What follows belongs to an exercise in optimizing a design on an open flow for small area; a production flow would make more cautious choices.
In this exercise RTL edits were held to simulation tests only and were not proved equivalent to the original.
Power figures rest on the tool's default switching activity, not on a simulated workload.

==> flow/design.v (excerpt) <==
module wwvb_core (
    input  wire        clk,
    input  wire        rst,           
    input  wire [15:0] cmd,
    input  wire        cmd_valid,
    input  wire [39:0] cal_in,
    output reg  [7:0]  rdata,
    output wire [15:0] period_out,
    output wire [15:0] compare_out,
    output reg         cmd_done
);
    localparam [79:0] T_Z = 80'h003F_FC00_0000_0000_0000;
    localparam [79:0] T_O = 80'h003F_FFFF_FF00_0000_03FF;
    localparam [79:0] T_M = 80'h003F_FFFF_FFFF_FFC0_03FF;
    localparam [21:0] NOMINAL_SCALED = 22'd2133332;
    localparam [21:0] SCALED_MIN     = 22'd2026666;
    localparam [21:0] SCALED_MAX     = 22'd2239998;
    localparam [1:0] SYM_0 = 2'd0, SYM_1 = 2'd1, SYM_M = 2'd2, SYM_NONE = 2'd3;
    localparam [3:0] S_IDLE  = 4'd0,
                     S_POS   = 4'd1,    
                     S_SWEEP = 4'd2,    
                     S_ACQ   = 4'd3,    
                     S_PUSHW = 4'd4,    
                     S_FSC   = 4'd5,    
                     S_FRM   = 4'd6,    
                     S_LEAP  = 4'd7,    
                     S_DISC  = 4'd8,
                     S_MUL   = 4'd9,
                     S_DIV   = 4'd10,
                     S_ADJ   = 4'd11,
                     S_TOD   = 4'd12,
                     S_RD    = 4'd13,
                     S_RDSB  = 4'd14,
                     S_RDST  = 4'd15;
    reg [3:0] state;
    function [36:0] radd;       
        input [35:0] a, b;
        input        ci;
        integer k;
        reg c;
        begin
            c = ci;
            for (k = 0; k < 36; k = k + 1) begin
                radd[k] = a[k] ^ b[k] ^ c;
                c = (a[k] & b[k]) | (c & (a[k] ^ b[k]));
            end
            radd[36] = c;
        end
    endfunction
    reg [90:0]  hist;            
    reg [6:0]   cz, co, cm;      
    reg [3:0]   pos;             
    reg [3:0]   nv;              
    reg         sdir;            
    reg         sfirst;
  ...
For scale: ~3800 cells after synthesis, roughly 100 I/O pins, ~34000 sq um of cells after synthesis.
Settings: LEC_CHECK=0, CAP_MARGIN=20, CORE_MARGIN=2, CORE_UTILIZATION=50, GPL_TIMING_DRIVEN=0, SLEW_MARGIN=20; clock period 40.0 ns.
standard.sh (not shown) runs the stock make flow with config.mk's settings and CLKGATE_MAP_FILE= SYNTH_SCRIPT=/design/flow/synth_recipe.tcl, a recipe that flattens the netlist after the stock synthesis.
==> flow/flow/run.sh <==
#!/bin/bash
# Own flow: the standard layout (standard.sh) with three changes.
# 1. Synthesis: ABC maps the logic with Yosys's default liberty script instead of ORFS's
#    speed script. Everything before ABC, so every register, its name and its cell, is the
#    standard synthesis (synth_recipe.tcl, sourced unchanged).
# 2. CTS: no dummy loads; sink clusters of up to 12 flip-flops on clkbuf_8.
# 3. Port buffers are buf_1; placement is not timing driven (40 ns leaves ample slack).
# Each tool's output goes to flow.log here; ORFS's own logs stay under orfs/logs.
set -euo pipefail
W=$(pwd)
cat > "$W/own_synth.tcl" <<EOT
proc abc {args} {
  set i [lsearch \$args -script]
  if {\$i >= 0} { set args [lreplace \$args \$i [expr {\$i + 1}]] }
  set j [lsearch \$args -constr]
  if {\$j >= 0} { set args [lreplace \$args \$j [expr {\$j + 1}]] }
  yosys abc {*}\$args
}
source $W/synth_recipe.tcl
EOT
sed "s|SYNTH_SCRIPT=[^ ]*synth_recipe.tcl|SYNTH_SCRIPT=$W/own_synth.tcl|" standard.sh > own_standard.sh
grep -q "own_synth.tcl" own_standard.sh
CTS="-sink_clustering_enable -repair_clock_nets -dont_use_dummy_load -sink_clustering_size 12 -sink_clustering_max_diameter 60 -buf_list sky130_fd_sc_hd__clkbuf_8"
bash own_standard.sh "CTS_ARGS=$CTS" "BUFFER_PORTS_ARGS=-buffer_cell sky130_fd_sc_hd__buf_1" finish > "$W/flow.log" 2>&1
The baseline went through all stages and came out clean.
Edit:
--- a/flow/flow/run.sh
+++ b/flow/flow/run.sh
@@ -7 +7 @@
-# 3. Port buffers are buf_1; placement is not timing driven (40 ns leaves ample slack).
+# 3. Port buffers are buf_1 (the smallest buffer).
--- a/flow/config.mk
+++ b/flow/config.mk
@@ -10,2 +10,2 @@
-export CORE_UTILIZATION = 50
-export GPL_TIMING_DRIVEN = 0
+export CORE_UTILIZATION = 60
+export GPL_TIMING_DRIVEN = 1
=> Sequential cell count does not change; synthesized cell count is unchanged; area after synthesis stays the same; register-to-register slack improves by 280 ps; wire length came out higher by a few percent.


## before
wwvb_core, a different RTL version from the one above (not shown whole).
Size: ~4500 cells after synthesis, roughly 580 flip-flops, roughly 100 I/O pins, roughly 0.038 mm2 of cells after synthesis.
export LEC_CHECK = 0
export CAP_MARGIN = 20
export CORE_MARGIN = 2
export CORE_UTILIZATION = 40
export SLEW_MARGIN = 20
create_clock -name core_clock -period 40.0 [get_ports {clk}]
run.sh (not shown) runs the stock make flow with config.mk's settings and CLKGATE_MAP_FILE= SYNTH_SCRIPT=/design/flow/synth_recipe.tcl, a recipe that flattens the netlist after the stock synthesis.
Stock flow here: none of the scripts above is used.
before: full flow OK, the timing, design-rule and antenna checks passed
## Diff of input files: after against before
Settings: CTS_BUF_LIST: unset -> sky130_fd_sc_hd__clkbuf_4; CORE_UTILIZATION: 40 -> 55; CTS_CLUSTER_SIZE: unset -> 20.
--- outcome ---
- Cmp after vs before: post-place instance area lower in after
- Comparing after against before, there is no change at all in synthesized flop and latch total.
- The maximum frequency of after is lower than that of before.
- after has net switching fraction of the power above what before had.

## separate check: timing with driven ports
The flow's constraints put no driver on any port. The routed layouts listed below were extracted and timed again, unchanged, in two steps. Step 1: set_driving_cell puts a clkbuf_16 on clk and a buf_2 on each other input, an assumption about the parent block. Step 2 moves the port delays by t, midway between the first and last clock arrival at a register: inputs arrive t later, outputs are due t later. That takes back most of the time a late clock gives input paths. a / b / c = no drivers / after step 1 / after step 2; a / b = the first two.
run	t (ns)	setup slack, ns	hold WS [ns]	worst setup path at the end	worst register clock-pin slew, ns
the first run of note 1	0.766	24.876 / 24.876 / 24.876	0.309 / 0.309 / 0.309	register to register	0.10 / 0.10
the second run of note 1	0.761	25.159 / 25.159 / 25.159	0.308 / 0.308 / 0.308	register to register	0.10 / 0.10
before	0.713	24.492 / 24.492 / 24.492	0.317 / 0.317 / 0.317	register to register	0.06 / 0.06
after	1.068	24.233 / 24.233 / 24.233	0.321 / 0.321 / 0.321	register to register	0.08 / 0.08
After both steps every run listed still meets setup and hold.
